What follows belongs to an exercise in optimizing a design on an open flow for small area, a short achievable clock period and few clock cycles; a production flow would make more cautious choices. For this run, only the layout was checked, not whether the RTL still works. Power and IR drop assume default switching activity.

File: flow/run.sh
#!/bin/bash
# synth_recipe.tcl (not shown) runs the flow's synth.tcl, then flattens the netlist and writes it again
# the make line also repeats each setting of config.mk as NAME=value (left out here)
make -C /OpenROAD-flow-scripts/flow DESIGN_CONFIG=/design/flow/config.mk WORK_HOME=/design/flow/orfs CLKGATE_MAP_FILE= SYNTH_SCRIPT=/design/flow/synth_recipe.tcl finish
File: flow/config.mk
export PLATFORM = sky130hd
export DESIGN_NAME = brs
export DESIGN_NICKNAME = brs
export VERILOG_FILES = /design/flow/design.v
export SDC_FILE = /design/flow/constraint.sdc
export NUM_CORES = 4
export LEC_CHECK = 0
export CAP_MARGIN = 20
export CORE_MARGIN = 2
export CORE_UTILIZATION = 25
export SLEW_MARGIN = 20
File: flow/constraint.sdc
create_clock -name core_clock -period 6.0 [get_ports {clk}]
set_input_delay 1.2000 -clock core_clock [delete_from_list [all_inputs] [get_ports {clk}]]
set_output_delay 1.2000 -clock core_clock [all_outputs]
set_load 0.01 [all_outputs]
File: flow/design.v
module brs #(
    parameter MAX_LEN = 16
) (
    input  wire        clk,
    input  wire        rst,           
    input  wire        req_valid,
    input  wire        req_write,
    input  wire [2:0]  req_size,      
    input  wire [12:0] req_addr,
    input  wire [31:0] req_wdata,
    output reg         resp_valid,
    output reg         resp_err,
    output reg  [31:0] resp_rdata     
);
    localparam NB = 8 * MAX_LEN;       
    localparam K  = 1;                 
    localparam G  = 32 / K;            
    localparam GW = $clog2(G);
    localparam [31:0] ID_VALUE = 32'h4252_5301;
    localparam [2:0] E_NONE = 3'd0, E_NULL = 3'd1, E_NEG = 3'd2,
                     E_WIN = 3'd3, E_ILL = 3'd4;
    localparam [1:0] PH_IDLE = 2'd0, PH_MOD = 2'd1, PH_PLAN = 2'd2, PH_ROT = 2'd3;
    reg [NB-1:0]   bits;
    reg [4:0]      len;
    reg            bound;
    reg            carry;
    reg [2:0]      err;
    reg            busy;
    reg [31:0]     count;
    reg [31:0]     window;
    reg [1:0]      phase;
    reg            dir_right;     
    reg            wrap;          
    reg            shift_op;      
    reg [7:0]      m;             
    reg [GW-1:0]   grp;           
    reg [6:0]      rem;           
    reg [7:0]      s;             
    wire [12:0] a       = req_addr;
    wire        sz1     = (req_size == 3'd1);
    wire        sz4     = (req_size == 3'd4);
    wire        in_regs = (a[12:5] == 8'd0) && (a[4:2] != 3'b111);
    wire        in_buf  = (a[12:4] == 9'h100);
    wire [3:0]  bi      = a[3:0];
    wire        hazard_reg = (a[4:2] == 3'd0) || (a[4:2] == 3'd2) ||
                             (a[4:2] == 3'd3) || (a[4:2] == 3'd4);
    wire bus_err = !(sz1 || sz4) ||
                   (in_regs ? (sz1 || (a[1:0] != 2'b00) || (busy && req_write && hazard_reg))
                            : (!in_buf || (sz4 && (bi[1:0] != 2'b00)) || busy));
    wire ok  = req_valid && !bus_err;
    wire wr  = ok && req_write;
    reg [NB+8:0] th;
    integer q;
    always @* for (q = 0; q <= NB + 8; q = q + 1) th[q] = (q < m);
    wire s_first = bits[NB-1] & th[0];                    
    reg  s_last;                                          
    always @* begin
        s_last = 1'b0;
        for (q = 0; q < NB; q = q + 1)
            s_last = s_last | (bits[NB-1-q] & th[q] & ~th[q+1]);
    end
    wire [7:0] s8 = bits[NB-1 -: 8];       
    reg  [7:0] w8;                         
    always @* for (q = 0; q < 8; q = q + 1) w8[q] = s8[7 - ((q - m[2:0]) & 7)];
    wire s_neg  = s[7];
    wire s_zero = (s == 8'd0);
    wire big8   = !s_neg && ((s >= 8'd8) || ((s >= 8'd5) && (m >= 8'd8)));
    wire do_l8  = (phase == PH_ROT) && big8;
    wire do_l1  = (phase == PH_ROT) && !big8 && !s_neg && !s_zero;
    wire do_r1  = (phase == PH_ROT) && s_neg;
    wire fin_rot = (phase == PH_ROT) &&
                   (s_zero || (do_l8 && s == 8'd8) || (!do_l8 && (s == 8'd1 || s == 8'hFF)));
    wire fill_l = wrap & s_first;
    wire fill_r = wrap & s_last;
    reg [NB-1:0] stepv;
    always @* begin
        for (q = 0; q < NB; q = q + 1) begin
            if (do_l8)
                stepv[NB-1-q] = (q + 8 < NB && th[q+8]) ? bits[NB-1-q-8 < 0 ? 0 : NB-1-q-8]
                              : th[q] ? w8[q % 8] : bits[NB-1-q];
            else if (do_l1)
                stepv[NB-1-q] = (q + 1 < NB && th[q+1]) ? bits[NB-1-q-1 < 0 ? 0 : NB-1-q-1]
                              : th[q] ? fill_l : bits[NB-1-q];
            else
                stepv[NB-1-q] = th[q] ? (q == 0 ? fill_r : bits[NB-q > NB-1 ? NB-1 : NB-q]) : bits[NB-1-q];
        end
    end
    wire step_carry = s_neg ? s_last : s_first;
    reg [6:0] rk;
    reg [7:0] t;
    wire [K-1:0] cgrp = count[K*grp +: K];
    always @* begin
        rk = rem;
        for (q = 0; q < K; q = q + 1) begin
            t  = {rk, cgrp[K-1-q]};
            rk = (t >= m) ? (t - m) : t[6:0];
        end
    end
    wire [7:0] mr = m - {1'b0, rem};
    reg  [7:0] s_plan;
    always @* begin
        if (rem == 7'd0)
            s_plan = 8'd0;
        else if (!dir_right)
            s_plan = (mr <= 8'd4) ? (8'd0 - mr) : {1'b0, rem};
        else
            s_plan = (rem <= 7'd4) ? (8'd0 - {1'b0, rem}) : mr;
    end
    reg        rd_ok;             
    reg        rd_reg;            
    reg [2:0]  rd_a;              
    reg        rd_sz1;
    reg [3:0]  rd_bi;
    reg [31:0] rd_data;
    always @* begin
        rd_data = 32'd0;
        if (rd_reg) begin
            case (rd_a)
                3'd1: rd_data = {25'd0, err, 1'b0, bound, carry, busy};
                3'd2: rd_data = count;
                3'd3: rd_data = window;
                3'd4: rd_data = {27'd0, len};
                3'd5: rd_data = ID_VALUE;
                3'd6: rd_data = MAX_LEN;
                default: rd_data = 32'd0;
            endcase
        end else begin
            if (rd_sz1)
                rd_data[7:0] = bits[NB-1-8*rd_bi -: 8];
            else
                rd_data = bits[NB-1-32*rd_bi[3:2] -: 32];
        end
        resp_rdata = rd_ok ? rd_data : 32'd0;
    end
    wire        cmd_wr    = wr && in_regs && (a[4:2] == 3'd0);
    wire [31:0] cw        = req_wdata;
    wire        cmd_legal = (cw[31:3] == 29'd0) && (cw[2:1] != 2'b00);
    wire        cmd_rot   = cw[2];
    wire        cmd_win   = cw[2] & cw[1];
    wire [7:0]  l_bits    = {len, 3'b000};
    wire        win_bad   = window[31] || (window > {24'd0, l_bits});
    reg [2:0] cmd_code;
    always @* begin
        if (!cmd_legal)                 cmd_code = E_ILL;
        else if (!bound)                cmd_code = E_NULL;
        else if (cmd_rot && count[31])  cmd_code = E_NEG;
        else if (cmd_win && win_bad)    cmd_code = E_WIN;
        else                            cmd_code = E_NONE;
    end
    wire [7:0] m_acc   = cmd_win ? window[7:0] : l_bits;
    wire       m_pow2  = ((m_acc & (m_acc - 8'd1)) == 8'd0);
    wire [1:0] zb = (count[31:8]  == 24'd0) ? 2'd3 :
                    (count[31:16] == 16'd0) ? 2'd2 :
                    (count[31:24] == 8'd0)  ? 2'd1 : 2'd0;
    integer b;
    always @(posedge clk) begin
        if (rst) begin
            len        <= 5'd0;
            bound      <= 1'b0;
            carry      <= 1'b0;
            err        <= E_NONE;
            busy       <= 1'b0;
            count      <= 32'd0;
            window     <= 32'd0;
            phase      <= PH_IDLE;
            resp_valid <= 1'b0;
            resp_err   <= 1'b0;
            rd_ok      <= 1'b0;
        end else begin
            resp_valid <= req_valid;
            resp_err   <= req_valid && bus_err;
            rd_ok      <= ok && !req_write;
            rd_reg     <= in_regs;
            rd_a       <= a[4:2];
            rd_sz1     <= sz1;
            rd_bi      <= bi;
            if (wr) begin
                if (in_buf) begin
                    for (b = 0; b < MAX_LEN; b = b + 1) begin
                        if (sz1 && bi == b)
                            bits[NB-1-8*b -: 8] <= req_wdata[7:0];
                        if (sz4 && bi[3:2] == b / 4)
                            bits[NB-1-8*b -: 8] <= req_wdata[31-8*(b%4) -: 8];
                    end
                end else begin
                    case (a[4:2])
                        3'd2: count  <= req_wdata;
                        3'd3: window <= req_wdata;
                        3'd4:
                            if (req_wdata <= MAX_LEN) begin
                                len   <= req_wdata[4:0];
                                bound <= 1'b1;
                            end else begin
                                bound <= 1'b0;
                            end
                        default: ;
                    endcase
                end
            end
            if (cmd_wr) begin
                err <= cmd_code;
                if (cmd_code == E_NONE) begin
                    busy      <= 1'b1;
                    dir_right <= cw[0];
                    wrap      <= cmd_rot;
                    shift_op  <= !cmd_rot;
                    m         <= m_acc;
                    if (!cmd_rot) begin
                        s     <= cw[0] ? 8'hFF : 8'd1;
                        phase <= PH_ROT;
                    end else if (m_pow2) begin
                        rem   <= count[6:0] & (m_acc[6:0] - 7'd1) & {7{m_acc != 8'd0}};
                        phase <= PH_PLAN;
                    end else begin
                        rem   <= 7'd0;
                        grp   <= G - 1 - zb * (8 / K);
                        phase <= PH_MOD;
                    end
                end
            end
            case (phase)
                PH_MOD: begin
                    rem   <= rk;
                    grp   <= grp - 1'b1;
                    if (grp == 0)
                        phase <= PH_PLAN;
                end
                PH_PLAN: begin
                    s     <= s_plan;
                    phase <= PH_ROT;
                end
                PH_ROT: begin
                    if (!s_zero)
                        bits <= stepv;
                    if (do_l8)
                        s <= s - 8'd8;
                    else if (do_l1)
                        s <= s - 8'd1;
                    else if (do_r1)
                        s <= s + 8'd1;
                    if (shift_op)
                        carry <= step_carry;
                    if (fin_rot) begin
                        busy  <= 1'b0;
                        phase <= PH_IDLE;
                    end
                end
                default: ;
            endcase
        end
    end
endmodule
==> notes.md <==
[Yosys cell counts (14+ instances only)]
cell type,n
a22oi_1,89
o22ai_1,85
a211oi_1,43
a221oi_1,29
nor3b_1,14
buf_1,28
o221ai_1,102
buf_2,50
nand2_1,289
a21oi_1,300
or3_1,16
nand2b_1,18
nor2b_1,50
clkbuf_1,255
a31oi_1,45
ha_1,45
edfxtp_1,166
nor4_1,32
nand3_1,57
o211ai_1,78
o22a_1,115
dfxtp_1,80
inv_1,68
nor3_1,32
a22o_1,27
nor2_1,317
mux2i_1,215
and2_1,17
nand4_1,26
and3_1,19
o21ai_0,353
mux4_2,39
a32oi_1,14
[cell usage in the layout, fill, tap and decap left out, types with 46 or more instances in the layout]
cell type and count:
nand2_1 285, nor2_1 309, dfxtp_1 80, nor2b_1 46, o22ai_1 85, o221ai_1 102
o22a_1 115, inv_1 68, a21oi_1 299, edfxtp_1 166, o211ai_1 78, o21ai_0 353
mux2i_1 209, a22oi_1 89, buf_4 167, nand3_1 56, clkdlybuf4s50_1 83
[final cells by class]
cell class / count / area, sq um / share of cell area
flip-flops and latches: 246 / 6590 / 0.218
inverters: 72 / 270 / 0.00894
multi-input cells: 2704 / 18100 / 0.599
clock buffers: 46 / 1020 / 0.0338
well taps: 1380 / 1730 / 0.0571
diodes: 17 / 42.5 / 0.00141
repair buffers: 263 / 2320 / 0.0766
clock inverters: 14 / 144 / 0.00476
[per-layer routing]
| metal | vias up | part of all wire |
|---|---|---|
| met1 | 16200 | 0.37 |
| li1 | 13000 | - |
| met4 | 20 | 0.095 |
| met2 | 3186 | 0.39 |
| met3 | 929 | 0.15 |
| met5 | - | 0.00094 |
[per-stage QoR]
step	area, sq um	cells	hold slack [ns]	worst slack, ns
after CTS	30200	4724	0.458	0.616
final	30200	4742	0.469	0.322
after floorplan	26100	3364	0.432	1.18
after detailed placement	29000	4664	0.444	0.773
after global routing	30200	4725	0.488	0.420
after global placement	29000	4664	0.444	0.836
[kinds of logic (layout without fill, tap and decap cells)]
| kind of cell | count (synthesis) | in the layout | share of synthesized area |
|---|---|---|---|
| adder cells (fa/ha/maj) | 47 | 47 | 0.0231 |
| flip-flops | 246 | 246 | 0.252 |
| buffers and inverters | 414 | 395 | 0.0634 |
| AND/OR/NAND/NOR | 932 | 932 | 0.167 |
| multiplexers | 266 | 266 | 0.121 |
| other | 0 | 17 | 0 |
| XOR/XNOR | 18 | 18 | 0.00604 |
| AO/OA/AOI/OAI | 1441 | 1441 | 0.367 |
[report_power, final]
group | internal, mW | total, mW | switching (mW) | leakage [nW]
Clock | 1.29 | 2.27 | 0.979 | 0.578
Combinational | 0.535 | 1.60 | 1.06 | 7.15
Sequential | 1.94 | 2.27 | 0.336 | 2.27
[final timing paths]
path | endpoint | slack, ns | startpoint | cells past startpoint
worst max-delay path | resp_rdata[7] | 0.32 | rd_bi[2]$_DFFE_PN_ | 10
worst min-delay path | err[2]$_SDFFE_PP0P_ | 0.47 | err[2]$_SDFFE_PP0P_ | 2
worst max register to register | rem[0]$_DFFE_PP_ | 1.09 | grp[0]$_SDFFCE_PN1P_ | 13
worst min register to register | err[2]$_SDFFE_PP0P_ | 0.47 | err[2]$_SDFFE_PP0P_ | 2
[worst register-to-register path, cell delays in order, from the launching register on]
cell,delay (ns)
edfxtp_1,0.74
mux4_2,0.59
mux4_2,0.47
a21oi_1,0.42
ha_1,0.30
fa_1,0.23
nor2b_1,0.06
o21ai_0,0.21
a21boi_0,0.15
o21ai_0,0.16
nand2b_1,0.10
o221ai_1,0.75
mux2_2,0.43
o22ai_1,0.14
==> metrics.md <==
| Metric | Value |
|---|---|
| Final hold violations | `0` |
| Synth area leaders | `edfxtp_1, mux2i_1, o21ai_0` |
| Register bit total from synthesis | `246` |
| Clock sink count | `246` |
| Max Cap Viol | `0` |
| Maximum fanout along the worst path | `38` |
| Port Buffers | `85` |
| Routed vias | `33300` |
| Top cell type's share of synthesized area | `0.191` |
| Largest net degree at the start of global routing | `74` |
| Worst Setup Start Kind | `register` |
| M2 GR Usage | `0.474` |
| Pwr Total | `6.14 mW` |
| Ys flop type | `edfxtp_1` |
| WL/cell | `40.9 microns` |
| Synth unique cells | `92` |
| Period utilization | `0.946` |
| WP data arrival | `4.48 ns` |
| Post-Syn Area | `26100 sq um` |
| Crit end category | `primary output` |
| Vias per cell | `7.02` |
| Worst Path Required | `4.80 ns` |
| Gp weighted congestion | `1.10` |
| Worst Max-Slew Pin Slew | `1.24 ns` |
| Met1 Use GR | `0.437` |
| I/O pin count | `86` |
| CP Cell Sequence | `buf_4, nor3_1, xnor2_1, buf_4, o211ai_1, o21ai_0, a22oi_1, a21oi_1, a22o_1, clkdlybuf4s50_1` |
| Die H | `327 microns` |
| TritonRoute pass-1 iters | `7` |
| Setup bufs post-CTS | `0` |
| Vias in the first global route | `30300` |
| Ys async rst share | `0` |
| Synthesized area per cell | `7.76 sq um` |
| Most frequent CP cell | `buf_4` |
| First DRT Iteration DRCs | `6367` |
| TritonCTS clock tree | `yes` |
| Peak supply drop | `186 uV` |
| Area delta synth->final | `15.8%` |
| Setup Viol. Count Final | `0` |
| Slowest library cell on the worst path | `nor3_1` |
| Worst Skew | `0.0274 ns` |
| Outcome | `complete, no violations` |
| Share of cells above drive strength 1 | `0.108` |
| Power per cell area | `203 nW/um^2` |
| Fin util | `0.292` |
| Met3 Use GR | `0.139` |
| Global route total overflow | `0` |
| Yosys warnings | `1` |
| GR peak layer | `met2` |
| Sequential share of the synthesized area | `0.252` |
| Tot GR Track Use | `0.348` |
| Post-route DRC | `0` |
| EDFF count, synth | `166` |
| Num rows | `118` |
| Relative slew slack | `0.169` |
| Clk buf depth | `3` |
| RSZ-0062 raised after global routing | `no` |
| Detailed Route WL | `194000 microns` |
| CTS buffer count | `35` |
| Minimum clock period | `5.68 ns` |
| Root buf cell | `clkbuf_16` |
| Nets | `3421` |
| Largest area contributor in the netlist | `edfxtp_1` |
| Leak Pwr | `10.0 nW` |
| Slew Limit Fails | `0` |
| Type of the most critical hold path | `reg2reg` |
| H-tree depth | `2` |
| Critical path buffers and inverters | `3` |
| Post-synthesis cell count | `3364` |
| Remaining antenna violation count | `0` |
| Setup_tns | `0 ns` |
| Die area | `107000 sq um` |
| Fillers | `11100` |
| CORE AREA | `103000 sq um` |
| DIE WIDTH | `327 microns` |
| Max Clock Freq | `0.176 GHz` |
| Clock transition at path regs | `0.07 ns` |
| Initial core utilization | `0.252` |
| PostCTS Resize Cnt | `0` |
| Max FFs per register | `128` |
| First-pass GRT wire length | `262000 microns` |
| # hold bufs at CTS | `0` |
| Post-synth net total | `3463` |
| Regs by FF count | `bits x128, count x32, window x32` |
| Initial antenna violation count | `31` |
| Slowest cell delay on critical path | `0.91 ns` |
| Top reg by flops | `bits` |
| Top delay family on crit path | `compound AO/OA/AOI/OAI gates` |
| WS Path Type | `reg2out` |
| Clock latency (worst-skew pair) | `0.61 ns` |
| DP Wirelength | `136000 microns` |

==> port drivers added, routing unchanged <==
The results above use ideal ports. As a check the final layout listed here was re-extracted and re-timed, cells and wires unchanged.
Step 1, drivers: a clkbuf_16 drives clk and a buf_2 each remaining input, both assumed.
Step 2 adds t to the input delays and takes it off the output delays; t is the mean of the earliest and latest rising clock arrival at the registers after step 1. Input paths then give back, and output paths get back, about the clock's delay inside the block.
Three values: ideal, step 1, step 2; two values: the first two.
shift t [ns]: 0.653
slack for setup (ns): 0.322 / 0.258 / 0.599
worst register clock-pin slew, ns: 0.08 / 0.08
After both steps this run still meets setup and hold. The setup slack of this run moves by -0.064 ns with the drivers and by +0.277 ns with both steps.
